What follows belongs to an exercise in optimizing a design on an open flow for small area, a short achievable clock period and few clock cycles per item; a production flow would make more cautious choices. Only simulation tests tie the RTL to the original design; equivalence was not proved.

## flow/design.v (module list and top-level ports; edited modules follow where they fit)
// module blade_fmul_s1: 60 lines
// module blade_fmul_s2: 55 lines
// module blade_fmul: 17 lines
// module blade_mul24: 1021 lines
// module blade_fadd_s1: 48 lines
// module blade_fadd_s2: 86 lines
// module blade_fadd: 15 lines
// module blade_biquad: 210 lines
module blade_biquad (
    input  wire        clk,
    input  wire        rst,
    input  wire        cmd_valid,
    output wire        cmd_ready,
    input  wire        cmd_clear,
    input  wire [31:0] cmd_x0,
    input  wire [31:0] cmd_x1,
    input  wire [31:0] cmd_b0,
    input  wire [31:0] cmd_b1,
    input  wire [31:0] cmd_b2,
    input  wire [31:0] cmd_a1,
    input  wire [31:0] cmd_a2,
    output reg         rsp_valid,
    output reg  [31:0] rsp_y0,
    output reg  [31:0] rsp_y1
);
  // ...
==> flow/flow/run.sh <==
#!/bin/bash
# Layout flow: the standard ORFS flow (standard.sh, unchanged synthesis,
# floorplan, placement, CTS and routing at the design's clock and
# constraints), with a larger setup-slack margin for OpenROAD's repair_timing
# so that the resizer also shortens paths that already meet the 24 ns clock.
# standard.sh's full output goes to standard.log in this folder; the ORFS
# logs of each step stay under orfs/logs.
set -eo pipefail
export SETUP_SLACK_MARGIN=16.5
bash standard.sh > standard.log 2>&1
test -s out/final.def
==> flow/standard.sh <==
#!/bin/bash
# synth_recipe.tcl (not shown) runs the flow's synth.tcl, then flattens the netlist and writes it again
# the make line also repeats each setting of config.mk as NAME=value (left out here)
make -C /OpenROAD-flow-scripts/flow DESIGN_CONFIG=/design/flow/config.mk WORK_HOME=/design/flow/orfs CLKGATE_MAP_FILE= SYNTH_SCRIPT=/design/flow/synth_recipe.tcl "${@:-finish}"
==> flow/config.mk <==
export PLATFORM = sky130hd
export DESIGN_NAME = blade_biquad
export DESIGN_NICKNAME = blade_biquad
export VERILOG_FILES = /design/flow/design.v
export SDC_FILE = /design/flow/constraint.sdc
export NUM_CORES = 4
export LEC_CHECK = 0
export ABC_AREA = 1
export CAP_MARGIN = 20
export CORE_MARGIN = 2
export CORE_UTILIZATION = 40
export PLACE_DENSITY = 0.6
export SLEW_MARGIN = 20
==> flow/constraint.sdc <==
create_clock -name core_clock -period 24.0 [get_ports {clk}]
set_input_delay 4.8000 -clock core_clock [delete_from_list [all_inputs] [get_ports {clk}]]
set_output_delay 4.8000 -clock core_clock [all_outputs]
set_load 0.01 [all_outputs]
==> key figures, run 1 <==
Outcome
  • Status: complete, no violations

Place
  • Area after DPL: 64,200 µm²
  • Dpl cells: 10,300

Critical path
  • Worst path bufs/invs: 4
  • FF-to-FF path depth: 27
  • Type of origin of the critical path: flip-flop
  • Critical Path Most Common Cell: fa_1

Final layout
  • Top reg by flops: mr_prod
  • Finished Layout Cells: 10,500
  • Most frequent cells in the layout: nand2_1 (2,077), inv_1 (1,607), o21ai_0 (555), nand3_1 (525), nor2_1 (522)
  • Layout cells sized above 1: 0.0592
  • Comb_multi_in: 5,685

Die
  • Die height: 390 µm
  • Std-Cell Rows: 141

Yosys
  • Post-synth net total: 9,355
  • Synth top area cells: fa_1 (16%), dfxtp_1 (14%), nand2_1 (13%)
  • Cells after synthesis: 8,418
  • Area leader, netlist: fa_1
  • Sequential element share of the synthesized area: 0.258
  • Syn avg cell area: 7.10 µm²
  • Syn. warnings: 5
  • Cell area after synthesis: 59,700 µm²
  • Number of flops mapped to enable cells by yosys: 228

Clocking
  • Post-CTS Hold Buffers: 0

Route
  • Avg WL per Cell: 20.9 µm
  • Met2 routed WL: 99,100 µm

STA
  • Unrepaired setup endpoints after global routing: true
Testbench counts, summed over its fixed seeds: cycles 28,824, items 4,800.
==> module blade_fmul_s1, before the edit <==
module blade_fmul_s1 (
    input  wire [31:0] a,
    input  wire [31:0] b,
    input  wire        ha,      
    input  wire        hb,      
    output wire [47:0] prod,    
    output wire [7:0]  e8,      
    output wire [4:0]  lz,      
    output wire        tiny0,
    output wire        tiny1,
    output wire        ovf0,
    output wire        ovf1,
    output wire [4:0]  rs0,
    output wire [4:0]  rs1,
    output wire        sy,
    output wire [1:0]  spec     
);
    wire [7:0]  ea = a[30:23];
    wire [7:0]  eb = b[30:23];
    wire        a_zero = (a[30:0] == 0);
    wire        b_zero = (b[30:0] == 0);
    wire        a_inf  = (ea == 8'hFF) && (a[22:0] == 0);
    wire        b_inf  = (eb == 8'hFF) && (b[22:0] == 0);
    wire        a_nan  = (ea == 8'hFF) && (a[22:0] != 0);
    wire        b_nan  = (eb == 8'hFF) && (b[22:0] != 0);
    wire        a_sub  = !ha;
    wire        b_sub  = !hb;
    assign sy = a[31] ^ b[31];
    assign spec = (a_nan || b_nan || (a_inf && b_zero) || (b_inf && a_zero)) ? 2'd1 :
                  (a_inf || b_inf)                                          ? 2'd2 :
                  (a_zero || b_zero || (a_sub && b_sub))                    ? 2'd3 : 2'd0;
    function [4:0] lzc23(input [22:0] v);
        integer i;
        reg found;
        begin
            lzc23 = 5'd23;
            found = 1'b0;
            for (i = 22; i >= 0; i = i - 1) begin
                if (!found && v[i]) begin
                    lzc23 = 5'd23 - i[4:0];
                    found = 1'b1;
                end
            end
        end
    endfunction
    wire [22:0] fs = a_sub ? a[22:0] : b[22:0];
    assign lz = (a_sub || b_sub) ? lzc23(fs) : 5'd0;
    blade_mul24 u_mul (.a({ha, a[22:0]}), .b({hb, b[22:0]}), .p(prod));
    wire [9:0]  e = {2'd0, ea} + {2'd0, eb} + {9'd0, a_sub} + {9'd0, b_sub}
                    - 10'd127 - {5'd0, lz};
    wire [9:0]  r0 = 10'd1 - e;                           
    wire [9:0]  r1 = 10'd0 - e;
    assign e8    = e[7:0];
    assign tiny0 = e[9] || (e == 10'd0);                  
    assign tiny1 = e[9];                                  
    assign ovf0  = !e[9] && (e > 10'd254);
    assign ovf1  = !e[9] && (e > 10'd253);
    assign rs0   = (r0 > 10'd26) ? 5'd26 : r0[4:0];
    assign rs1   = (r1 > 10'd26) ? 5'd26 : r1[4:0];
endmodule
==> module blade_fmul_s2, before the edit <==
module blade_fmul_s2 (
    input  wire [47:0] prod,
    input  wire [7:0]  e8,
    input  wire [4:0]  lz,
    input  wire        tiny0,
    input  wire        tiny1,
    input  wire        ovf0,
    input  wire        ovf1,
    input  wire [4:0]  rs0,
    input  wire [4:0]  rs1,
    input  wire        sy,
    input  wire [1:0]  spec,
    output reg  [31:0] y
);
    wire [47:0] pl  = prod << lz;
    wire [26:0] pt  = pl[47:21];
    wire [5:0]  kl  = 6'd21 - {1'b0, lz};                 
    wire [20:0] mlo = kl[5] ? 21'd0 : ~(21'h1FFFFF << kl[4:0]);
    wire        st20 = |(prod[20:0] & mlo);              
    wire        hi  = pt[26];
    wire [25:0] nt  = hi ? pt[26:1] : pt[25:0];           
    wire        nst = hi ? (pt[0] | st20) : st20;         
    wire [7:0]  ex8  = e8 + {7'd0, hi};
    wire        tiny = hi ? tiny1 : tiny0;
    wire        ovf  = hi ? ovf1 : ovf0;
    wire [4:0]  rs   = hi ? rs1 : rs0;
    wire [25:0] wsh = nt >> rs;
    wire [25:0] msk = ~(26'h3FFFFFF << rs);
    wire        wst = |(nt & msk);
    reg [23:0] m;
    reg        g, st, rnd;
    reg [7:0]  ef;
    always @* begin
        if (tiny) begin
            m  = wsh[25:2];
            g  = wsh[1];
            st = wsh[0] | wst | nst;
            ef = 8'd0;
        end else begin
            m  = nt[25:2];
            g  = nt[1];
            st = nt[0] | nst;
            ef = ex8;
        end
        rnd = g & (st | m[0]);
        case (spec)
            2'd1: y = 32'h7FC00000;
            2'd2: y = {sy, 8'hFF, 23'd0};
            2'd3: y = {sy, 31'd0};
            default:
                if (ovf) y = {sy, 8'hFF, 23'd0};
                else                        y = {sy, ef, m[22:0]} + {31'd0, rnd};
        endcase
    end
endmodule
==> module blade_fmul, before the edit <==
module blade_fmul (
    input  wire [31:0] a,
    input  wire [31:0] b,
    output wire [31:0] y
);
    wire [47:0] prod;
    wire [7:0]  e8;
    wire [4:0]  lz, rs0, rs1;
    wire        tiny0, tiny1, ovf0, ovf1;
    wire        sy;
    wire [1:0]  spec;
    blade_fmul_s1 u1 (.a(a), .b(b), .ha(a[30:23] != 0), .hb(b[30:23] != 0), .prod(prod),
                      .e8(e8), .lz(lz), .tiny0(tiny0), .tiny1(tiny1), .ovf0(ovf0), .ovf1(ovf1),
                      .rs0(rs0), .rs1(rs1), .sy(sy), .spec(spec));
    blade_fmul_s2 u2 (.prod(prod), .e8(e8), .lz(lz), .tiny0(tiny0), .tiny1(tiny1), .ovf0(ovf0),
                      .ovf1(ovf1), .rs0(rs0), .rs1(rs1), .sy(sy), .spec(spec), .y(y));
endmodule
==> module blade_fadd_s2, before the edit <==
module blade_fadd_s2 (
    input  wire [23:0] mp,
    input  wire [26:0] bl,
    input  wire        eff_sub,
    input  wire [7:0]  xp,
    input  wire        sp,
    input  wire        zs,
    input  wire        nan,
    input  wire        inf,
    input  wire        is,
    output reg  [31:0] y
);
    wire [27:0] S = eff_sub ? ({1'b0, mp, 3'b000} - {1'b0, bl}) : ({1'b0, mp, 3'b000} + {1'b0, bl});
    wire [7:0]  xm1 = xp - 8'd1;
    wire [26:0] lim = (xm1 <= 8'd26) ? (27'h4000000 >> xm1[4:0]) : 27'd0;
    wire [31:0] v   = {S[26:0] | lim, 5'b11111};
    function [1:0] lzc2(input [1:0] x);
        lzc2 = {x == 2'b00, x == 2'b01};
    endfunction
    function [2:0] lzc4(input [3:0] x);
        reg [1:0] h, l;
        begin
            h = lzc2(x[3:2]);
            l = lzc2(x[1:0]);
            lzc4 = h[1] ? {l[1], 1'b1, l[0]} : {1'b0, h};
        end
    endfunction
    function [3:0] lzc8(input [7:0] x);
        reg [2:0] h, l;
        begin
            h = lzc4(x[7:4]);
            l = lzc4(x[3:0]);
            lzc8 = h[2] ? {l[2], 1'b1, l[1:0]} : {1'b0, h};
        end
    endfunction
    function [4:0] lzc16(input [15:0] x);
        reg [3:0] h, l;
        begin
            h = lzc8(x[15:8]);
            l = lzc8(x[7:0]);
            lzc16 = h[3] ? {l[3], 1'b1, l[2:0]} : {1'b0, h};
        end
    endfunction
    function [5:0] lzc32(input [31:0] x);
        reg [4:0] h, l;
        begin
            h = lzc16(x[31:16]);
            l = lzc16(x[15:0]);
            lzc32 = h[4] ? {l[4], 1'b1, l[3:0]} : {1'b0, h};
        end
    endfunction
    wire [5:0]  lzv = lzc32(v);         
    wire [4:0]  ls  = lzv[4:0];
    wire [26:0] n16 = ls[4] ? {S[10:0], 16'd0} : S[26:0];
    wire [26:0] n8  = ls[3] ? {n16[18:0], 8'd0} : n16;
    wire [26:0] n4  = ls[2] ? {n8[22:0], 4'd0} : n8;
    wire [26:0] n2  = ls[1] ? {n4[24:0], 2'd0} : n4;
    wire [26:0] n1  = ls[0] ? {n2[25:0], 1'd0} : n2;
    reg [26:0] N;
    reg [8:0]  e;
    reg [23:0] m;
    reg        rnd;
    reg [7:0]  ef;
    always @* begin
        if (S[27]) begin
            N = S[27:1] | {26'd0, S[0]};
            e = {1'b0, xp} + 9'd1;
        end else begin
            N = n1;
            e = {1'b0, xp} - {4'd0, ls};
        end
        m   = N[26:3];
        rnd = N[2] & (N[1] | N[0] | m[0]);
        ef  = m[23] ? e[7:0] : 8'd0;
        if (nan)
            y = 32'h7FC00000;
        else if (inf)
            y = {is, 8'hFF, 23'd0};
        else if (S == 0)
            y = {zs, 31'd0};
        else if (e[8] || e[7:0] == 8'hFF)
            y = {sp, 8'hFF, 23'd0};
        else
            y = {sp, ef, m[22:0]} + {31'd0, rnd};
    end
endmodule
==> module blade_biquad, before the edit <==
module blade_biquad (
    input  wire        clk,
    input  wire        rst,
    input  wire        cmd_valid,
    output wire        cmd_ready,
    input  wire        cmd_clear,
    input  wire [31:0] cmd_x0,
    input  wire [31:0] cmd_x1,
    input  wire [31:0] cmd_b0,
    input  wire [31:0] cmd_b1,
    input  wire [31:0] cmd_b2,
    input  wire [31:0] cmd_a1,
    input  wire [31:0] cmd_a2,
    output reg         rsp_valid,
    output reg  [31:0] rsp_y0,
    output reg  [31:0] rsp_y1
);
    reg [12:1] f;
    reg [22:1] g;
    reg        clr_ok;
    wire fast_cond = (cmd_b1[30:0] == 31'd0) &&
                     (cmd_b2 == {~cmd_b0[31], cmd_b0[30:0]}) &&
                     (cmd_x0[30:23] != 8'hFF) && (cmd_x1[30:23] != 8'hFF);
    wire fast_busy = |f;
    wire gbusy     = |g;
    wire fast_slot = !(|f[5:1]) && !f[7] && !f[8] && !gbusy;
    wire start_f   = cmd_valid && !cmd_clear && fast_cond && fast_slot;
    wire start_g   = cmd_valid && !cmd_clear && !fast_cond && !fast_busy && !gbusy;
    assign cmd_ready = f[3] || g[12] || clr_ok;
    wire clear_acc = clr_ok && cmd_valid;    
    wire [11:0] fN = rst ? 12'd0 : {f[11:1], start_f};
    wire [21:0] gN = rst ? 22'd0 : {g[21:1], start_g};
    localparam [2:0] D_NONE = 3'd0, D_Y0 = 3'd1, D_Y1 = 3'd2, D_S1_0 = 3'd3,
                     D_S1_1 = 3'd4, D_S2_0 = 3'd5, D_S2_1 = 3'd6;
    localparam [2:0] A_S1_0 = 3'd3, A_S1_1 = 3'd4, A_S2_0 = 3'd5, A_S2_1 = 3'd6,
                     A_TB0 = 3'd1, A_TB1 = 3'd2;
    reg ld_x1, ld_b1, ld_b2, ld_one, ld_y, hold_a, ld_a1, ld_a2;  
    reg [2:0] a_src;                                
    reg b_tn, b_tz_0, a_sub;                        
    reg lat_a, lat_z, lat_zb;                       
    reg tb0_pm, tb1_pm, tb_neg;                     
    reg [2:0] a_dst;                                
    always @(posedge clk) begin
        ld_x1  <= fN[2] || gN[9] || gN[10] || gN[11];
        ld_b1  <= gN[0] || gN[10];
        ld_b2  <= gN[1] || gN[11];
        ld_one <= gN[7] || gN[17];
        ld_y   <= fN[3] || fN[6] || gN[3] || gN[7] || gN[13] || gN[17];
        hold_a <= fN[4] || fN[7] || gN[4] || gN[5] || gN[6] || gN[14] || gN[15] || gN[16];
        ld_a1  <= fN[3] || fN[6] || gN[3] || gN[13];
        ld_a2  <= fN[4] || fN[7] || gN[6] || gN[16];
        a_src  <= (fN[1] || gN[1])   ? A_S1_0 :
                  (fN[4] || gN[11])  ? A_S1_1 :
                  (fN[5] || gN[9])   ? A_S2_0 :
                  (fN[8] || gN[19])  ? A_S2_1 :
                  (fN[6] || gN[5] || gN[18]) ? A_TB0 : A_TB1;
        b_tn   <= fN[6] || fN[9];
        b_tz_0 <= fN[6];
        a_sub  <= fN[7] || fN[10] || gN[6] || gN[9] || gN[16] || gN[19];
        lat_a  <= fN[2] || gN[0];
        lat_z  <= fN[2];
        lat_zb <= fN[8];
        tb0_pm <= fN[2] || gN[3] || gN[14];
        tb1_pm <= fN[5] || gN[4] || gN[13];
        tb_neg <= fN[2] || fN[5];
        a_dst  <= (fN[2] || gN[2])   ? D_Y0   :
                  (fN[5] || gN[12])  ? D_Y1   :
                  (fN[6] || gN[10])  ? D_S1_0 :
                  (fN[7] || gN[9])   ? D_S2_0 :
                  (fN[9] || gN[20])  ? D_S1_1 :
                  (fN[10] || gN[19]) ? D_S2_1 : D_NONE;
    end
    reg [31:0] areg, breg;           
    reg        areg_h, breg_h;       
    reg [31:0] a1r, a2r;             
    reg [31:0] pm;                   
    reg [31:0] aop;                  
    reg [31:0] tb0, tb1;             
    reg [31:0] s1_0, s1_1, s2_0, s2_1;
    reg        zA0, zA1, zB1;        
    wire [47:0] m_prod;
    wire [7:0]  m_e8;
    wire [4:0]  m_lz, m_rs0, m_rs1;
    wire        m_tiny0, m_tiny1, m_ovf0, m_ovf1;
    wire        m_sy;
    wire [1:0]  m_spec;
    blade_fmul_s1 u_m1 (.a(areg), .b(breg), .ha(areg_h), .hb(breg_h), .prod(m_prod),
                        .e8(m_e8), .lz(m_lz), .tiny0(m_tiny0), .tiny1(m_tiny1),
                        .ovf0(m_ovf0), .ovf1(m_ovf1), .rs0(m_rs0), .rs1(m_rs1),
                        .sy(m_sy), .spec(m_spec));
    reg  [47:0] mr_prod;
    reg  [7:0]  mr_e8;
    reg  [4:0]  mr_lz, mr_rs0, mr_rs1;
    reg         mr_tiny0, mr_tiny1, mr_ovf0, mr_ovf1;
    reg         mr_sy;
    reg  [1:0]  mr_spec;
    wire [31:0] m_y;
    blade_fmul_s2 u_m2 (.prod(mr_prod), .e8(mr_e8), .lz(mr_lz), .tiny0(mr_tiny0),
                        .tiny1(mr_tiny1), .ovf0(mr_ovf0), .ovf1(mr_ovf1), .rs0(mr_rs0),
                        .rs1(mr_rs1), .sy(mr_sy), .spec(mr_spec), .y(m_y));
    wire        b_tz    = b_tz_0 ? zA0 : zB1;
    wire        pm_zero = (pm[30:0] == 31'd0);
    wire        tn_sign = pm_zero ? (~pm[31] & b_tz) : ~pm[31];
    wire [31:0] add_b = {b_tn ? tn_sign : pm[31], pm[30:0]};
    wire [23:0] a_mp;
    wire [26:0] a_bl;
    wire        a_es;
    wire [7:0]  a_xp;
    wire        a_sp, a_zs, a_nan, a_inf, a_is;
    blade_fadd_s1 u_a1 (.a(aop), .b(add_b), .sub(a_sub), .mp(a_mp), .bl(a_bl),
                        .eff_sub(a_es), .xp(a_xp), .sp(a_sp), .zs(a_zs), .nan(a_nan),
                        .inf(a_inf), .is(a_is));
    reg  [23:0] ar_mp;
    reg  [26:0] ar_bl;
    reg         ar_es;
    reg  [7:0]  ar_xp;
    reg         ar_sp, ar_zs, ar_nan, ar_inf, ar_is;
    reg  [2:0]  ar_dst;
    wire [31:0] a_y;
    blade_fadd_s2 u_a2 (.mp(ar_mp), .bl(ar_bl), .eff_sub(ar_es), .xp(ar_xp), .sp(ar_sp),
                        .zs(ar_zs), .nan(ar_nan), .inf(ar_inf), .is(ar_is), .y(a_y));
    wire [31:0] areg_d = ld_y ? a_y : ld_x1 ? cmd_x1 : cmd_x0;
    wire [31:0] breg_d = ld_a1 ? a1r : ld_a2 ? a2r : ld_one ? 32'h3F800000 :
                         ld_b1 ? cmd_b1 : ld_b2 ? cmd_b2 : cmd_b0;
    reg  [31:0] aop_r;
    always @* begin
        case (a_src)
            A_S1_0:  aop_r = s1_0;
            A_S1_1:  aop_r = s1_1;
            A_S2_0:  aop_r = s2_0;
            A_S2_1:  aop_r = s2_1;
            A_TB0:   aop_r = tb0;
            default: aop_r = tb1;
        endcase
    end
    wire [31:0] aop_d = (ar_dst == a_src) ? a_y : aop_r;
    always @(posedge clk) begin
        mr_prod  <= m_prod;
        mr_e8    <= m_e8;
        mr_lz    <= m_lz;
        mr_rs0   <= m_rs0;
        mr_rs1   <= m_rs1;
        mr_tiny0 <= m_tiny0;
        mr_tiny1 <= m_tiny1;
        mr_ovf0  <= m_ovf0;
        mr_ovf1  <= m_ovf1;
        mr_sy    <= m_sy;
        mr_spec  <= m_spec;
        pm       <= m_y;
        ar_mp   <= a_mp;
        ar_bl   <= a_bl;
        ar_es   <= a_es;
        ar_xp   <= a_xp;
        ar_sp   <= a_sp;
        ar_zs   <= a_zs;
        ar_nan  <= a_nan;
        ar_inf  <= a_inf;
        ar_is   <= a_is;
        aop <= aop_d;
        if (!hold_a) begin
            areg   <= areg_d;
            areg_h <= areg_d[30:23] != 8'd0;
        end
        breg   <= breg_d;
        breg_h <= breg_d[30:23] != 8'd0;
        if (lat_a) begin
            a1r <= cmd_a1;
            a2r <= cmd_a2;
        end
        if (lat_z) begin
            zA0 <= cmd_b1[31] ^ cmd_x0[31];
            zA1 <= cmd_b1[31] ^ cmd_x1[31];
        end
        if (lat_zb)
            zB1 <= zA1;
        if (tb0_pm)
            tb0 <= {pm[31] ^ tb_neg, pm[30:0]};
        if (tb1_pm)
            tb1 <= {pm[31] ^ tb_neg, pm[30:0]};
        if (ar_dst == D_Y0) rsp_y0 <= a_y;
        if (ar_dst == D_Y1) rsp_y1 <= a_y;
        f <= fN[11:0];
        g <= gN[21:0];
        if (rst) begin
            clr_ok    <= 1'b0;
            rsp_valid <= 1'b0;
            ar_dst    <= D_NONE;
            s1_0      <= 32'd0;
            s1_1      <= 32'd0;
            s2_0      <= 32'd0;
            s2_1      <= 32'd0;
        end else begin
            ar_dst <= a_dst;
            clr_ok <= cmd_valid && cmd_clear && !clear_acc && !gbusy &&
                      !(|f[11:1]);
            rsp_valid <= f[7] || g[14];
            if (clear_acc) begin
                s1_0 <= 32'd0;
                s1_1 <= 32'd0;
                s2_0 <= 32'd0;
                s2_1 <= 32'd0;
            end else begin
                if (ar_dst == D_S1_0) s1_0 <= a_y;
                if (ar_dst == D_S1_1) s1_1 <= a_y;
                if (ar_dst == D_S2_0) s2_0 <= a_y;
                if (ar_dst == D_S2_1) s2_1 <= a_y;
            end
        end
    end
endmodule
==> inputs of run 2 (changes only) <==
--- a/flow/design.v
+++ b/flow/design.v
@@ -1,14 +1,16 @@
 module blade_fmul_s1 (
     input  wire [31:0] a,
     input  wire [31:0] b,
     input  wire        ha,      
     input  wire        hb,      
-    output wire [47:0] prod,    
+    output wire [21:0] plo,     
+    output wire [26:0] ph0,
+    output wire [26:0] ph1,
     output wire [7:0]  e8,      
     output wire [4:0]  lz,      
     output wire        tiny0,
     output wire        tiny1,
     output wire        ovf0,
     output wire        ovf1,
     output wire [4:0]  rs0,
     output wire [4:0]  rs1,
@@ -24,59 +26,84 @@
     wire        a_nan  = (ea == 8'hFF) && (a[22:0] != 0);
     wire        b_nan  = (eb == 8'hFF) && (b[22:0] != 0);
     wire        a_sub  = !ha;
     wire        b_sub  = !hb;
     assign sy = a[31] ^ b[31];
     assign spec = (a_nan || b_nan || (a_inf && b_zero) || (b_inf && a_zero)) ? 2'd1 :
                   (a_inf || b_inf)                                          ? 2'd2 :
                   (a_zero || b_zero || (a_sub && b_sub))                    ? 2'd3 : 2'd0;
-    function [4:0] lzc23(input [22:0] v);
-        integer i;
-        reg found;
+    function [1:0] lzc2(input [1:0] x);
+        lzc2 = {x == 2'b00, x == 2'b01};
+    endfunction
+    function [2:0] lzc4(input [3:0] x);
+        reg [1:0] h, l;
+        begin
+            h = lzc2(x[3:2]);
+            l = lzc2(x[1:0]);
+            lzc4 = h[1] ? {l[1], 1'b1, l[0]} : {1'b0, h};
+        end
+    endfunction
+    function [3:0] lzc8(input [7:0] x);
+        reg [2:0] h, l;
+        begin
+            h = lzc4(x[7:4]);
+            l = lzc4(x[3:0]);
+            lzc8 = h[2] ? {l[2], 1'b1, l[1:0]} : {1'b0, h};
+        end
+    endfunction
+    function [4:0] lzc16(input [15:0] x);
+        reg [3:0] h, l;
+        begin
+            h = lzc8(x[15:8]);
+            l = lzc8(x[7:0]);
+            lzc16 = h[3] ? {l[3], 1'b1, l[2:0]} : {1'b0, h};
+        end
+    endfunction
+    function [5:0] lzc32(input [31:0] x);
+        reg [4:0] h, l;
         begin
-            lzc23 = 5'd23;
-            found = 1'b0;
-            for (i = 22; i >= 0; i = i - 1) begin
-                if (!found && v[i]) begin
-                    lzc23 = 5'd23 - i[4:0];
-                    found = 1'b1;
-                end
-            end
+            h = lzc16(x[31:16]);
+            l = lzc16(x[15:0]);
+            lzc32 = h[4] ? {l[4], 1'b1, l[3:0]} : {1'b0, h};
         end
     endfunction
     wire [22:0] fs = a_sub ? a[22:0] : b[22:0];
-    assign lz = (a_sub || b_sub) ? lzc23(fs) : 5'd0;
-    blade_mul24 u_mul (.a({ha, a[22:0]}), .b({hb, b[22:0]}), .p(prod));
+    wire [5:0]  lzs = lzc32({1'b0, fs, 8'hFF});          
+    assign lz = (a_sub || b_sub) ? lzs[4:0] : 5'd0;
+    blade_mul24 u_mul (.a({ha, a[22:0]}), .b({hb, b[22:0]}), .lo(plo), .h0(ph0), .h1(ph1));
     wire [9:0]  e = {2'd0, ea} + {2'd0, eb} + {9'd0, a_sub} + {9'd0, b_sub}
                     - 10'd127 - {5'd0, lz};
     wire [9:0]  r0 = 10'd1 - e;                           
     wire [9:0]  r1 = 10'd0 - e;
     assign e8    = e[7:0];
     assign tiny0 = e[9] || (e == 10'd0);                  
     assign tiny1 = e[9];                                  
     assign ovf0  = !e[9] && (e > 10'd254);
     assign ovf1  = !e[9] && (e > 10'd253);
     assign rs0   = (r0 > 10'd26) ? 5'd26 : r0[4:0];
     assign rs1   = (r1 > 10'd26) ? 5'd26 : r1[4:0];
 endmodule
 module blade_fmul_s2 (
-    input  wire [47:0] prod,
+    input  wire [21:0] plo,
+    input  wire [26:0] ph0,
+    input  wire [26:0] ph1,
     input  wire [7:0]  e8,
     input  wire [4:0]  lz,
     input  wire        tiny0,
     input  wire        tiny1,
     input  wire        ovf0,
     input  wire        ovf1,
     input  wire [4:0]  rs0,
     input  wire [4:0]  rs1,
     input  wire        sy,
     input  wire [1:0]  spec,
     output reg  [31:0] y
 );
+    wire [47:0] prod = {ph0 + ph1 + {26'd0, plo[21]}, plo[20:0]};
     wire [47:0] pl  = prod << lz;
     wire [26:0] pt  = pl[47:21];
     wire [5:0]  kl  = 6'd21 - {1'b0, lz};                 
     wire [20:0] mlo = kl[5] ? 21'd0 : ~(21'h1FFFFF << kl[4:0]);
     wire        st20 = |(prod[20:0] & mlo);              
     wire        hi  = pt[26];
     wire [25:0] nt  = hi ? pt[26:1] : pt[25:0];           
     wire        nst = hi ? (pt[0] | st20) : st20;         
@@ -113,32 +140,36 @@
         endcase
     end
 endmodule
 module blade_fmul (
     input  wire [31:0] a,
     input  wire [31:0] b,
     output wire [31:0] y
 );
-    wire [47:0] prod;
+    wire [21:0] plo;
+    wire [26:0] ph0, ph1;
     wire [7:0]  e8;
     wire [4:0]  lz, rs0, rs1;
     wire        tiny0, tiny1, ovf0, ovf1;
     wire        sy;
     wire [1:0]  spec;
-    blade_fmul_s1 u1 (.a(a), .b(b), .ha(a[30:23] != 0), .hb(b[30:23] != 0), .prod(prod),
+    blade_fmul_s1 u1 (.a(a), .b(b), .ha(a[30:23] != 0), .hb(b[30:23] != 0),
+                      .plo(plo), .ph0(ph0), .ph1(ph1),
                       .e8(e8), .lz(lz), .tiny0(tiny0), .tiny1(tiny1), .ovf0(ovf0), .ovf1(ovf1),
                       .rs0(rs0), .rs1(rs1), .sy(sy), .spec(spec));
-    blade_fmul_s2 u2 (.prod(prod), .e8(e8), .lz(lz), .tiny0(tiny0), .tiny1(tiny1), .ovf0(ovf0),
+    blade_fmul_s2 u2 (.plo(plo), .ph0(ph0), .ph1(ph1), .e8(e8), .lz(lz), .tiny0(tiny0), .tiny1(tiny1), .ovf0(ovf0),
                       .ovf1(ovf1), .rs0(rs0), .rs1(rs1), .sy(sy), .spec(spec), .y(y));
 endmodule
 module blade_mul24 (
     input  wire [23:0] a,
     input  wire [23:0] b,
-    output wire [47:0] p
+    output wire [21:0] lo,
+    output wire [26:0] h0,
+    output wire [26:0] h1
 );
     wire t1 = (a[19] & b[0]) ^ (a[18] & b[1]);
     wire t2 = (a[19] & b[0]) & (a[18] & b[1]);
     wire t3 = (a[20] & b[0]) ^ (a[19] & b[1]) ^ (a[18] & b[2]);
     wire t4 = ((a[20] & b[0]) & (a[19] & b[1])) | ((a[20] & b[0]) & (a[18] & b[2])) | ((a[19] & b[1]) & (a[18] & b[2]));
     wire t5 = (a[17] & b[3]) ^ (a[16] & b[4]);
     wire t6 = (a[17] & b[3]) & (a[16] & b[4]);
     wire t7 = (a[21] & b[0]) ^ (a[20] & b[1]) ^ (a[19] & b[2]);
@@ -1144,17 +1175,19 @@
     wire t1007 = t921 ^ t838 ^ t920;
     wire t1008 = (t921 & t838) | (t921 & t920) | (t838 & t920);
     wire t1009 = t923 ^ t840 ^ t922;
     wire t1010 = (t923 & t840) | (t923 & t922) | (t840 & t922);
     wire t1011 = (a[23] & b[22]) ^ (a[22] & b[23]) ^ t924;
     wire t1012 = ((a[23] & b[22]) & (a[22] & b[23])) | ((a[23] & b[22]) & t924) | ((a[22] & b[23]) & t924);
     wire [47:0] r0 = {1'b0, (a[23] & b[23]), t1011, t1009, t1007, t1005, t1003, t1001, t999, t997, t995, t993, t991, t989, t987, t985, t983, t981, t979, t977, t975, t973, t971, t969, t967, t965, t963, t961, t959, t957, t955, t953, t951, t949, t947, t945, t943, t941, t939, t937, t935, t933, t931, t929, t927, t925, (a[1] & b[0]), (a[0] & b[0])};
     wire [47:0] r1 = {1'b0, t1012, t1010, t1008, t1006, t1004, t1002, t1000, t998, t996, t994, t992, t990, t988, t986, t984, t982, t980, t978, t976, t974, t972, t970, t968, t966, t964, t962, t960, t958, t956, t954, t952, t950, t948, t946, t944, t942, t940, t938, t936, t934, t932, t930, t928, t926, (a[0] & b[2]), (a[0] & b[1]), 1'b0};
-    assign p = r0 + r1;
+    assign lo = {1'b0, r0[20:0]} + {1'b0, r1[20:0]};
+    assign h0 = r0[47:21];
+    assign h1 = r1[47:21];
 endmodule
 module blade_fadd_s1 (
     input  wire [31:0] a,
     input  wire [31:0] b,
     input  wire        sub,
     output wire [23:0] mp,      
     output reg  [26:0] bl,      
     output wire        eff_sub,
@@ -1274,17 +1307,17 @@
         rnd = N[2] & (N[1] | N[0] | m[0]);
         ef  = m[23] ? e[7:0] : 8'd0;
         if (nan)
             y = 32'h7FC00000;
         else if (inf)
             y = {is, 8'hFF, 23'd0};
         else if (S == 0)
             y = {zs, 31'd0};
-        else if (e[8] || e[7:0] == 8'hFF)
+        else if (S[27] && xp == 8'd254)      
             y = {sp, 8'hFF, 23'd0};
         else
             y = {sp, ef, m[22:0]} + {31'd0, rnd};
     end
 endmodule
 module blade_fadd (
     input  wire [31:0] a,
     input  wire [31:0] b,
@@ -1375,34 +1408,36 @@
     reg [31:0] areg, breg;           
     reg        areg_h, breg_h;       
     reg [31:0] a1r, a2r;             
     reg [31:0] pm;                   
     reg [31:0] aop;                  
     reg [31:0] tb0, tb1;             
     reg [31:0] s1_0, s1_1, s2_0, s2_1;
     reg        zA0, zA1, zB1;        
-    wire [47:0] m_prod;
+    wire [21:0] m_plo;
+    wire [26:0] m_ph0, m_ph1;
     wire [7:0]  m_e8;
     wire [4:0]  m_lz, m_rs0, m_rs1;
     wire        m_tiny0, m_tiny1, m_ovf0, m_ovf1;
     wire        m_sy;
     wire [1:0]  m_spec;
-    blade_fmul_s1 u_m1 (.a(areg), .b(breg), .ha(areg_h), .hb(breg_h), .prod(m_prod),
+    blade_fmul_s1 u_m1 (.a(areg), .b(breg), .ha(areg_h), .hb(breg_h), .plo(m_plo), .ph0(m_ph0), .ph1(m_ph1),
                         .e8(m_e8), .lz(m_lz), .tiny0(m_tiny0), .tiny1(m_tiny1),
                         .ovf0(m_ovf0), .ovf1(m_ovf1), .rs0(m_rs0), .rs1(m_rs1),
                         .sy(m_sy), .spec(m_spec));
-    reg  [47:0] mr_prod;
+    reg  [21:0] mr_plo;
+    reg  [26:0] mr_ph0, mr_ph1;
     reg  [7:0]  mr_e8;
     reg  [4:0]  mr_lz, mr_rs0, mr_rs1;
     reg         mr_tiny0, mr_tiny1, mr_ovf0, mr_ovf1;
     reg         mr_sy;
     reg  [1:0]  mr_spec;
     wire [31:0] m_y;
-    blade_fmul_s2 u_m2 (.prod(mr_prod), .e8(mr_e8), .lz(mr_lz), .tiny0(mr_tiny0),
+    blade_fmul_s2 u_m2 (.plo(mr_plo), .ph0(mr_ph0), .ph1(mr_ph1), .e8(mr_e8), .lz(mr_lz), .tiny0(mr_tiny0),
                         .tiny1(mr_tiny1), .ovf0(mr_ovf0), .ovf1(mr_ovf1), .rs0(mr_rs0),
                         .rs1(mr_rs1), .sy(mr_sy), .spec(mr_spec), .y(m_y));
     wire        b_tz    = b_tz_0 ? zA0 : zB1;
     wire        pm_zero = (pm[30:0] == 31'd0);
     wire        tn_sign = pm_zero ? (~pm[31] & b_tz) : ~pm[31];
     wire [31:0] add_b = {b_tn ? tn_sign : pm[31], pm[30:0]};
     wire [23:0] a_mp;
     wire [26:0] a_bl;
@@ -1432,17 +1467,19 @@
             A_S2_0:  aop_r = s2_0;
             A_S2_1:  aop_r = s2_1;
             A_TB0:   aop_r = tb0;
             default: aop_r = tb1;
         endcase
     end
     wire [31:0] aop_d = (ar_dst == a_src) ? a_y : aop_r;
     always @(posedge clk) begin
-        mr_prod  <= m_prod;
+        mr_plo   <= m_plo;
+        mr_ph0   <= m_ph0;
+        mr_ph1   <= m_ph1;
         mr_e8    <= m_e8;
         mr_lz    <= m_lz;
         mr_rs0   <= m_rs0;
         mr_rs1   <= m_rs1;
         mr_tiny0 <= m_tiny0;
         mr_tiny1 <= m_tiny1;
         mr_ovf0  <= m_ovf0;
         mr_ovf1  <= m_ovf1;
==> run 2 against run 1 <==
Utilization fell by 0.36 points. Flip-flop and latch count rose by 26. Final area grew 3.0%. Setup slack improved by 210 ps. Die area up 3.4%. Clock skew rose by 1.4 ps. Register-to-register slack better by 210 ps.
==> key figures, run 2 <==
Global route
  • Initial antenna violation count: 20 (was 17)
  • Total Routing Usage GR: 0.293 (was 0.282)
  • First-pass GRT wire length: 353,000 µm (was 330,000 µm)
  • Global route overflow: 0 (unchanged)
  • Largest net degree at the start of global routing: 121 (unchanged)
  • Vias in the first global route: 57,900 (was 55,100)

Yosys
  • Post-synthesis mux area share: 0.00743 (was 0.00773)
  • Post-synthesis xor/xnor area fraction: 0.0139 (was 0.0180)
  • Adder-cell area share of the yosys netlist: 0.203 (was 0.210)
  • Synth Area in Compound Gates: 0.0992 (was 0.121)
  • Share of the synthesized area in the top cell type: 0.160 (was 0.165)
  • Post-synth net total: 9,870 (was 9,355)
  • Area leader, netlist: fa_1 (unchanged)
  • FFs w/ async S/R, synth: 0 (unchanged)
  • Yosys cell types: 68 (was 75)
  • Simple-gate share of the synthesized area: 0.280 (was 0.252)
  • Cells after synthesis: 8,934 (was 8,418)
  • Synth Flop Type: dfxtp_1 (unchanged)
  • Syn avg cell area: 6.92 µm² (was 7.10 µm²)
  • Cell area after synthesis: 61,800 µm² (was 59,700 µm²)
  • Sequential element share of the synthesized area: 0.258 (about the same)
  • Most common cell in the netlist: nand2_1 (unchanged)
  • Top cells by count, synth: nand2_1 (2,299), inv_1 (1,789), nand3_1 (786) (was nand2_1 (2,080), inv_1 (1,612), o21ai_0 (563))
  • Main combinational cell family by area after synthesis: simple AND/OR/NAND/NOR gates (unchanged)
  • Synth top area cells: fa_1 (16%), dfxtp_1 (15%), nand2_1 (14%) (was fa_1 (16%), dfxtp_1 (14%), nand2_1 (13%))
  • Seq cells post-synth: 681 (was 655)
  • Number of flops mapped to enable cells by yosys: 228 (unchanged)
  • Syn. warnings: 5 (unchanged)

Clocking
  • Clock buffer depth: 3 (unchanged)
  • CTS tree: done (unchanged)
  • Later-pin clock latency in the skew report: 700 ps (was 690 ps)
  • Htree depth: 3 (unchanged)
  • Clock Tree Root: clkbuf_16 (unchanged)
  • CTS sink cnt: 681 (was 655)
  • Post-CTS Hold Buffers: 0 (unchanged)
  • CTS clk-pin slew, worst paths: 60 ps (about the same)
  • Number of clock buffers inserted by TritonCTS: 80 (was 74)

Place
  • Post-DP HPWL: 176,000 µm (was 166,000 µm)
  • Area after DPL: 66,400 µm² (was 64,200 µm²)
  • GPL Wtd Cong: 0.983 (was 1.03)
  • Port Buf Inserts: 293 (unchanged)

STA
  • Fin crit period: 6900 ps (was 7120 ps)
  • Slew Viols, Final: 0 (unchanged)
  • Fmax achieved: 145 MHz (was 140 MHz)
  • Unrepaired setup endpoints after global routing: false (was true)
  • Clock skew: 44.8 ps (was 43.4 ps)
  • Worst Max-Slew Pin Slew: 1120 ps (was 1240 ps)
  • Final setup TNS: 0 ps (unchanged)
  • Endpoints failing setup: 0 (unchanged)
  • Final Hold Fails: 0 (unchanged)
  • Slew headroom: 0.249 (was 0.168)
  • Fin crit share: 0.288 (was 0.297)
  • Hold slack: 420 ps (was 403 ps)

Critical path
  • Critical Path Most Common Cell: inv_1 (was fa_1)
  • Crit-path cells: clkdlybuf4s50_1 > a21oi_4 > buf_4 > inv_1 > a21oi_1 > o21ai_0 > inv_1
  • CP max stage delay: 720 ps (was 540 ps)
  • WP data arrival: 7530 ps (was 7700 ps)
  • Worst EP required: 24,630 ps (was 24,580 ps)
  • Crit Path Max Fanout: 90 (was 26)
  • FF-to-FF path depth: 40 (was 27)
  • Slowest CP cell: buf_4 (was fa_1)
  • CP endpoint kind: flip-flop (unchanged)
  • Type of origin of the critical path: primary input (was flip-flop)
  • Setup CP Type: in -> reg (was reg -> reg)

Route
  • Via/cell ratio: 5.34 (was 5.36)
  • Antenna Nets Post-Route: 0 (unchanged)
  • Routed WL: 234,000 µm (was 220,000 µm)
  • TritonRoute pass-1 iters: 9 (was 6)
  • Avg WL per Cell: 21.0 µm (was 20.9 µm)
  • DRC violations left: 0 (unchanged)
  • Starting DRC count in detailed routing: 6,428 (was 4,878)
  • Vias: 59,400 (was 56,300)

Die
  • I/O Pins: 294 (unchanged)
  • Die Wd: 397 µm (was 390 µm)
  • Die footprint: 158,000 µm² (was 152,000 µm²)
  • Std-Cell Rows: 144 (was 141)
  • Die height: 397 µm (was 390 µm)
  • Starting density of the core: 0.402 (was 0.404)
  • Core outline area: 154,000 µm² (was 148,000 µm²)

Job
  • Total of max-cap violations: 0 (unchanged)

Worst hold path
  • Worst Hold Class: reg -> reg (unchanged)
  • Hold Crit Depth: 0 (was 2)

Final layout
  • Most frequent cells in the layout: nand2_1 (2,296), inv_1 (1,789), nand3_1 (785), nor2_1 (603), o21ai_0 (502) (was nand2_1 (2,077), inv_1 (1,607), o21ai_0 (555), nand3_1 (525), nor2_1 (522))
  • Layout cells sized above 1: 0.0476 (was 0.0592)
  • Syn-to-layout area delta: 11.8% (was 12.3%)
  • Nets@finish: 9,940 (was 9,434)
  • Commonest non-fill, non-tap cell in the layout: nand2_1 (unchanged)
  • Post-route cell area: 69,100 µm² (was 67,100 µm²)

Outcome
  • Status: complete, no violations (unchanged)
-- run 2: changes by cell type in the layout (fill, tap and decap cells not counted), sizes merged, moves of 12 or more --
cell   change
nand3    +249
nand2    +216
inv      +165
nor2      +80
o21ai     -77
dfxtp     +26
a21oi     -24
xor2      -21
a31oi     -18
or2       -18
nand4     +16
o22ai     -14
buf       -12
-- run 2: critical path, delay by kind of cell --
| kind | cells | cell delay [ps] |
|---|---|---|
| buffers and inverters | 4 | 1660 |
| AO/OA/AOI/OAI | 3 | 970 |
-- run 2: worst paths after layout --
path	from	to	slack (ps)
max	cmd_valid	s1_1[25]	17100
min	zA1	zB1	420
min reg2reg	zA1	zB1	420
max reg2reg	ar_mp[11]	rsp_y0[31]	17100
-- run 2: per-stage QoR --
stage | cells | utilization | setup slack [ps]
6_report | 11100 | 0.449 | 17100
5_1_grt | 11100 | 0.449 | 16550
4_1_cts | 11100 | 0.449 | 17040
3_5_place_dp | 11000 | 0.432 | 16510
3_3_place_gp | 11000 | 0.432 | 16480
2_1_floorplan | 8934 | - | 17880
-- run 2: cell families after synthesis --
logic type / count (synthesis)
and+or+nand+nor: 4058
AOI/OAI and AO/OA: 1112
DFF: 681
adders and majority gates: 708
muxes: 43
buffers and inverters: 2236
xor gates and xnor gates: 96
-- run 2: routing by layer --
| layer | track usage | vias up | wire length, µm |
|---|---|---|---|
| met5 | 0 | - | 27 |
| met1 | 0.415 | 28300 | 102000 |
| li1 | - | 27900 | - |
| met4 | 0.0788 | 4 | 6380 |
| met3 | 0.0552 | 416 | 23200 |
| met2 | 0.456 | 2756 | 102000 |
-- run 2: repair_timing --
action / 4_1_cts / 5_1_grt
endpoints found under the setup margin: 0 / 20
buffers inserted: 0 / 3
resized for setup: 0 / 7
-- run 2: final cells by class --
cell class                      count  area, µm²
Antenna cell                        3       7.51
Clock buffer                      100       2180
Clock inverter                     48        379
Fill cell                       15700      84600
Inverter                         1829       6870
Multi-Input combinational cell   6018      37500
Sequential cell                   681      15900
Tap cell                         2044       2560
Timing Repair Buffer              394       3690
Testbench counts of run 2, summed over its fixed seeds: cycles 28,824, items 4,800.
==> inputs of run 3 (changes only) <==
--- a/flow/design.v
+++ b/flow/design.v
@@ -10,8 +10,6 @@
     output wire [4:0]  lz,      
-    output wire        tiny0,
-    output wire        tiny1,
+    output wire        tz,
     output wire        ovf0,
     output wire        ovf1,
-    output wire [4:0]  rs0,
-    output wire [4:0]  rs1,
+    output wire [5:0]  t,
     output wire        sy,
@@ -72,13 +70,12 @@
     blade_mul24 u_mul (.a({ha, a[22:0]}), .b({hb, b[22:0]}), .lo(plo), .h0(ph0), .h1(ph1));
-    wire [9:0]  e = {2'd0, ea} + {2'd0, eb} + {9'd0, a_sub} + {9'd0, b_sub}
-                    - 10'd127 - {5'd0, lz};
-    wire [9:0]  r0 = 10'd1 - e;                           
-    wire [9:0]  r1 = 10'd0 - e;
+    wire [9:0]  E0  = {2'd0, ea} + {2'd0, eb} + {9'd0, a_sub} + {9'd0, b_sub};
+    wire [9:0]  e   = E0 - 10'd127 - {5'd0, lz};
     assign e8    = e[7:0];
-    assign tiny0 = e[9] || (e == 10'd0);                  
-    assign tiny1 = e[9];                                  
-    assign ovf0  = !e[9] && (e > 10'd254);
-    assign ovf1  = !e[9] && (e > 10'd253);
-    assign rs0   = (r0 > 10'd26) ? 5'd26 : r0[4:0];
-    assign rs1   = (r1 > 10'd26) ? 5'd26 : r1[4:0];
+    assign tz    = e[9] || (e == 10'd0);                  
+    assign ovf0  = E0 > 10'd381;                          
+    assign ovf1  = E0 > 10'd380;                          
+    wire [9:0]  tt  = 10'd150 - E0;
+    wire [5:0]  tl  = 6'd50 - {1'b0, lz};
+    wire [5:0]  ttc = (tt > {4'd0, tl}) ? tl : tt[5:0];
+    assign t     = tz ? ttc : 6'd23 - {1'b0, lz};
 endmodule
@@ -89,9 +86,6 @@
     input  wire [7:0]  e8,
-    input  wire [4:0]  lz,
-    input  wire        tiny0,
-    input  wire        tiny1,
+    input  wire        tz,
     input  wire        ovf0,
     input  wire        ovf1,
-    input  wire [4:0]  rs0,
-    input  wire [4:0]  rs1,
+    input  wire [5:0]  t,
     input  wire        sy,
@@ -101,17 +95,12 @@
     wire [47:0] prod = {ph0 + ph1 + {26'd0, plo[21]}, plo[20:0]};
-    wire [47:0] pl  = prod << lz;
-    wire [26:0] pt  = pl[47:21];
-    wire [5:0]  kl  = 6'd21 - {1'b0, lz};                 
-    wire [20:0] mlo = kl[5] ? 21'd0 : ~(21'h1FFFFF << kl[4:0]);
-    wire        st20 = |(prod[20:0] & mlo);              
-    wire        hi  = pt[26];
-    wire [25:0] nt  = hi ? pt[26:1] : pt[25:0];           
-    wire        nst = hi ? (pt[0] | st20) : st20;         
-    wire [7:0]  ex8  = e8 + {7'd0, hi};
-    wire        tiny = hi ? tiny1 : tiny0;
-    wire        ovf  = hi ? ovf1 : ovf0;
-    wire [4:0]  rs   = hi ? rs1 : rs0;
-    wire [25:0] wsh = nt >> rs;
-    wire [25:0] msk = ~(26'h3FFFFFF << rs);
-    wire        wst = |(nt & msk);
+    wire [70:0] xs  = {prod, 23'd0} >> t;
+    wire [26:0] yt  = xs[47:21];
+    wire [5:0]  t2  = t - 6'd2;
+    wire [47:0] mlo = (t < 6'd2) ? 48'd0 : ~(48'hFFFFFFFFFFFF << t2);
+    wire        stl = |(prod & mlo);
+    wire        hi  = yt[26];
+    wire [25:0] nt  = hi ? yt[26:1] : yt[25:0];
+    wire        nst = hi ? (yt[0] | stl) : stl;
+    wire [7:0]  ex8 = e8 + {7'd0, hi};
+    wire        ovf = !tz && (hi ? ovf1 : ovf0);
     reg [23:0] m;
@@ -120,7 +109,7 @@
     always @* begin
-        if (tiny) begin
-            m  = wsh[25:2];
-            g  = wsh[1];
-            st = wsh[0] | wst | nst;
-            ef = 8'd0;
+        if (tz) begin
+            m  = yt[26:3];
+            g  = yt[2];
+            st = yt[1] | yt[0] | stl;
+            ef = {7'd0, m[23]};
         end else begin
@@ -138,3 +127,3 @@
                 if (ovf) y = {sy, 8'hFF, 23'd0};
-                else                        y = {sy, ef, m[22:0]} + {31'd0, rnd};
+                else     y = {sy, ef, m[22:0]} + {31'd0, rnd};
         endcase
@@ -150,4 +139,5 @@
     wire [7:0]  e8;
-    wire [4:0]  lz, rs0, rs1;
-    wire        tiny0, tiny1, ovf0, ovf1;
+    wire [4:0]  lz;
+    wire [5:0]  t;
+    wire        tz, ovf0, ovf1;
     wire        sy;
@@ -156,6 +146,6 @@
                       .plo(plo), .ph0(ph0), .ph1(ph1),
-                      .e8(e8), .lz(lz), .tiny0(tiny0), .tiny1(tiny1), .ovf0(ovf0), .ovf1(ovf1),
-                      .rs0(rs0), .rs1(rs1), .sy(sy), .spec(spec));
-    blade_fmul_s2 u2 (.plo(plo), .ph0(ph0), .ph1(ph1), .e8(e8), .lz(lz), .tiny0(tiny0), .tiny1(tiny1), .ovf0(ovf0),
-                      .ovf1(ovf1), .rs0(rs0), .rs1(rs1), .sy(sy), .spec(spec), .y(y));
+                      .e8(e8), .lz(lz), .tz(tz), .ovf0(ovf0), .ovf1(ovf1), .t(t),
+                      .sy(sy), .spec(spec));
+    blade_fmul_s2 u2 (.plo(plo), .ph0(ph0), .ph1(ph1), .e8(e8), .tz(tz), .ovf0(ovf0), .ovf1(ovf1), .t(t),
+                      .sy(sy), .spec(spec), .y(y));
 endmodule
@@ -1418,4 +1408,5 @@
     wire [7:0]  m_e8;
-    wire [4:0]  m_lz, m_rs0, m_rs1;
-    wire        m_tiny0, m_tiny1, m_ovf0, m_ovf1;
+    wire [4:0]  m_lz;
+    wire [5:0]  m_t;
+    wire        m_tz, m_ovf0, m_ovf1;
     wire        m_sy;
@@ -1423,5 +1414,4 @@
     blade_fmul_s1 u_m1 (.a(areg), .b(breg), .ha(areg_h), .hb(breg_h), .plo(m_plo), .ph0(m_ph0), .ph1(m_ph1),
-                        .e8(m_e8), .lz(m_lz), .tiny0(m_tiny0), .tiny1(m_tiny1),
-                        .ovf0(m_ovf0), .ovf1(m_ovf1), .rs0(m_rs0), .rs1(m_rs1),
-                        .sy(m_sy), .spec(m_spec));
+                        .e8(m_e8), .lz(m_lz), .tz(m_tz), .ovf0(m_ovf0), .ovf1(m_ovf1),
+                        .t(m_t), .sy(m_sy), .spec(m_spec));
     reg  [21:0] mr_plo;
@@ -1429,4 +1419,4 @@
     reg  [7:0]  mr_e8;
-    reg  [4:0]  mr_lz, mr_rs0, mr_rs1;
-    reg         mr_tiny0, mr_tiny1, mr_ovf0, mr_ovf1;
+    reg  [5:0]  mr_t;
+    reg         mr_tz, mr_ovf0, mr_ovf1;
     reg         mr_sy;
@@ -1434,5 +1424,5 @@
     wire [31:0] m_y;
-    blade_fmul_s2 u_m2 (.plo(mr_plo), .ph0(mr_ph0), .ph1(mr_ph1), .e8(mr_e8), .lz(mr_lz), .tiny0(mr_tiny0),
-                        .tiny1(mr_tiny1), .ovf0(mr_ovf0), .ovf1(mr_ovf1), .rs0(mr_rs0),
-                        .rs1(mr_rs1), .sy(mr_sy), .spec(mr_spec), .y(m_y));
+    blade_fmul_s2 u_m2 (.plo(mr_plo), .ph0(mr_ph0), .ph1(mr_ph1), .e8(mr_e8), .tz(mr_tz),
+                        .ovf0(mr_ovf0), .ovf1(mr_ovf1), .t(mr_t), .sy(mr_sy), .spec(mr_spec),
+                        .y(m_y));
     wire        b_tz    = b_tz_0 ? zA0 : zB1;
@@ -1478,7 +1468,4 @@
         mr_e8    <= m_e8;
-        mr_lz    <= m_lz;
-        mr_rs0   <= m_rs0;
-        mr_rs1   <= m_rs1;
-        mr_tiny0 <= m_tiny0;
-        mr_tiny1 <= m_tiny1;
+        mr_t     <= m_t;
+        mr_tz    <= m_tz;
         mr_ovf0  <= m_ovf0;
==> run 3 against run 2 <==
Critical path depth grew 1. Die area shrank 2.8%. Still clean on timing, DRC and antenna. Synthesized area shrank 2.8%. Register-to-register slack improved by 40 ps. Final area is 2.2% lower. Cell count decreased by 3.9%. Critical path type unchanged. Synthesized cell count fell by 4.8%. Clock-buffer cell count grew 7. First-iteration DRC count shrank 22%. Flip-flop and latch count down 10.
==> key figures, run 3 <==
Yosys
  • Sequential element share of the synthesized area: 0.262 (was 0.258)
  • Cells after synthesis: 8,509 (was 8,934)
  • Cell area after synthesis: 60,000 µm² (was 61,800 µm²)
  • FFs w/ async S/R, synth: 0 (unchanged)
  • Syn avg cell area: 7.06 µm² (was 6.92 µm²)
  • Share of the synthesized area in the top cell type: 0.164 (was 0.160)
  • Yosys cell types: 67 (was 68)
  • Synth Flop Type: dfxtp_1 (unchanged)
  • Area leader, netlist: fa_1 (unchanged)
  • Number of flops mapped to enable cells by yosys: 228 (unchanged)
  • Seq cells post-synth: 671 (was 681)
  • Top cells by count, synth: nand2_1 (2,172), inv_1 (1,741), nor2_1 (542) (was nand2_1 (2,299), inv_1 (1,789), nand3_1 (786))
  • Post-synth net total: 9,457 (was 9,870)
  • Syn. warnings: 5 (unchanged)
  • Synth top area cells: fa_1 (16%), dfxtp_1 (15%), nand2_1 (14%) (unchanged)
  • Most common cell in the netlist: nand2_1 (unchanged)

Route
  • Met3 WL: 16,500 µm (was 23,200 µm)
  • Avg WL per Cell: 20.7 µm (was 21.0 µm)
  • DRC violations left: 0 (unchanged)
  • Max layer used: met5 (unchanged)
  • Met1 Wirelength: 88,900 µm (was 102,000 µm)
  • Routed WL: 221,000 µm (was 234,000 µm)
  • Via/cell ratio: 5.24 (was 5.34)
  • Met2 routed WL: 105,000 µm (was 102,000 µm)
  • Antenna Nets Post-Route: 0 (unchanged)
  • Vias: 55,900 (was 59,400)
  • TritonRoute pass-1 iters: 9 (unchanged)
  • Starting DRC count in detailed routing: 5,002 (was 6,428)

Die
  • Core outline area: 149,000 µm² (was 154,000 µm²)
  • Die footprint: 153,000 µm² (was 158,000 µm²)
  • Die Wd: 391 µm (was 397 µm)
  • Std-Cell Rows: 142 (was 144)
  • I/O Pins: 294 (unchanged)
  • Die height: 391 µm (was 397 µm)
  • Starting density of the core: 0.402 (about the same)

STA
  • Unrepaired setup endpoints after global routing: false (unchanged)
  • Clock skew: 59.1 ps (was 44.8 ps)
  • Final setup TNS: 0 ps (unchanged)
  • Fin crit period: 7010 ps (was 6900 ps)
  • Worst Max-Slew Pin Slew: 1110 ps (was 1120 ps)
  • Fin crit share: 0.292 (was 0.288)
  • Slew Viols, Final: 0 (unchanged)
  • Slew headroom: 0.255 (was 0.249)
  • Hold slack: 409 ps (was 420 ps)
  • Fmax achieved: 143 MHz (was 145 MHz)
  • Endpoints failing setup: 0 (unchanged)
  • Final Hold Fails: 0 (unchanged)

Final layout
  • Most frequent cells in the layout: nand2_1 (2,171), inv_1 (1,740), nor2_1 (539), nand3_1 (528), o21ai_0 (505) (was nand2_1 (2,296), inv_1 (1,789), nand3_1 (785), nor2_1 (603), o21ai_0 (502))
  • Syn-to-layout area delta: 12.5% (was 11.8%)
  • Layout cells sized above 1: 0.0523 (was 0.0476)
  • Nets@finish: 9,548 (was 9,940)
  • Finished Layout Cells: 10,700 (was 11,100)
  • Commonest non-fill, non-tap cell in the layout: nand2_1 (unchanged)

Global route
  • Initial antenna violation count: 10 (was 20)
  • Total Routing Usage GR: 0.286 (was 0.293)
  • Vias in the first global route: 55,700 (was 57,900)
  • First-pass GRT wire length: 334,000 µm (was 353,000 µm)
  • Global route overflow: 0 (unchanged)
  • Largest net degree at the start of global routing: 121 (unchanged)

Clocking
  • Post_cts resized: 0 (unchanged)
  • CTS clk-pin slew, worst paths: 60 ps (about the same)
  • CTS tree: done (unchanged)
  • Post-CTS Hold Buffers: 0 (unchanged)
  • Htree depth: 3 (unchanged)
  • Clock Tree Root: clkbuf_16 (unchanged)
  • CTS sink cnt: 671 (was 681)
  • Later-pin clock latency in the skew report: 700 ps (about the same)
  • Post-CTS setup buffers: 0 (unchanged)
  • Clock buffer depth: 3 (unchanged)
  • Number of clock buffers inserted by TritonCTS: 78 (was 80)

Place
  • GPL Wtd Cong: 0.958 (was 0.983)
  • Dpl cells: 10,500 (was 11,000)
  • Post-DP HPWL: 169,000 µm (was 176,000 µm)
  • Port Buf Inserts: 293 (unchanged)

Critical path
  • Crit Path Max Fanout: 100 (was 90)
  • CP endpoint kind: flip-flop (unchanged)
  • Setup CP Type: in -> reg (unchanged)
  • WP data arrival: 7630 ps (was 7530 ps)
  • Worst EP required: 24,620 ps (was 24,630 ps)
  • Type of origin of the critical path: primary input (unchanged)

Worst hold path
  • Worst Hold Class: reg -> reg (unchanged)

Job
  • Total of max-cap violations: 0 (unchanged)

Outcome
  • Status: complete, no violations (unchanged)
## run 3: cell count changes after synthesis, moves of 16 or more
cell	change
buf_1	-17
a21oi_1	+16
nand3_1	-258
inv_1	-48
nand2_1	-127
nor2_1	-64
## run 3: area by class of cell
type	count	area [µm²]
antenna	1	2.50
multi-input combinational	5664	36100
fill	15300	81900
clock buffer	107	2260
sequential	671	15700
clock inverter	39	477
timing repair buffer	398	3760
inverter	1787	6710
tap	2016	2520
## run 3: kinds of logic after synthesis
logic type / after synthesis / share of synthesized area
adder cells (fa/ha/maj): 720 / 0.212
AND/OR/NAND/NOR: 3642 / 0.259
AO/OA/AOI/OAI: 1139 / 0.104
XOR/XNOR: 116 / 0.0169
multiplexers: 47 / 0.00836
flip-flops: 671 / 0.262
buffers and inverters: 2174 / 0.138
## run 3: path summary, 6_finish.rpt
check	startpoint	to	slack (ps)	depth (start not counted)
worst max-delay path	rst	s1_1[25]	16990	8
worst min-delay path	a_dst[0]	ar_dst[0]	410	2
worst max register to register	ar_bl[20]	areg[31]	17140	42
worst min register to register	a_dst[0]	ar_dst[0]	410	2
## run 3: per-layer routing
metal	track usage	up-vias
li1	-	26600
met1	0.356	26600
met2	0.489	2229
met3	0.0457	516
met4	0.121	8
met5	0	-
## run 3: critical path: stages
cell	delay (ps)
clkdlybuf4s50_1	410
buf_4	280
a21oi_4	160
buf_4	700
inv_1	700
a21oi_1	310
o21ai_0	130
inv_1	80
## run 3: stage by stage
step                cell area (µm²)  worst slack, ps  utilization
floorplan                     60000            17820            -
global placement              64700            16450        0.433
detailed placement            64800            16400        0.434
CTS                           67500            17130        0.452
global route                  67500            16510        0.452
finish                        67500            16990        0.452
Testbench counts of run 3, summed over its fixed seeds: cycles 28,824, items 4,800.

-- re-timing with driven ports --
Ports are ideal in the flow. The routed layouts listed here were re-timed in OpenROAD. Step 1 sets driving cells, clkbuf_16 on the clock port and buf_2 on the other inputs (assumed; they add their load-dependent delay and slew). Step 2 adds t to the input delays and takes it off the output delays; t is the mean of the earliest and latest rising clock arrival at the registers after step 1. Input paths then give back, and output paths get back, about the clock's delay inside the block. a / b / c = ideal ports / drivers / drivers and shift; a / b = the first two.
| run | t, ns | setup slack, ns | worst register clock-pin slew, ns | worst data-port slew with drivers (ns) | pins driven straight from the clock port |
|---|---|---|---|---|---|
| run 1 | 0.752 | 16.881 / 16.881 / 16.277 | 0.07 / 0.07 | 0.09 | 1 |
| run 2 | 0.764 | 17.095 / 17.096 / 16.341 | 0.07 / 0.07 | 0.12 | 1 |
| run 3 | 0.748 | 16.986 / 17.029 / 16.281 | 0.08 / 0.08 | 0.11 | 1 |
After both steps setup and hold are still met in every run listed. For run 2, which loses most, drivers alone change the setup slack by +0.001 ns; drivers and shift together by -0.754 ns.
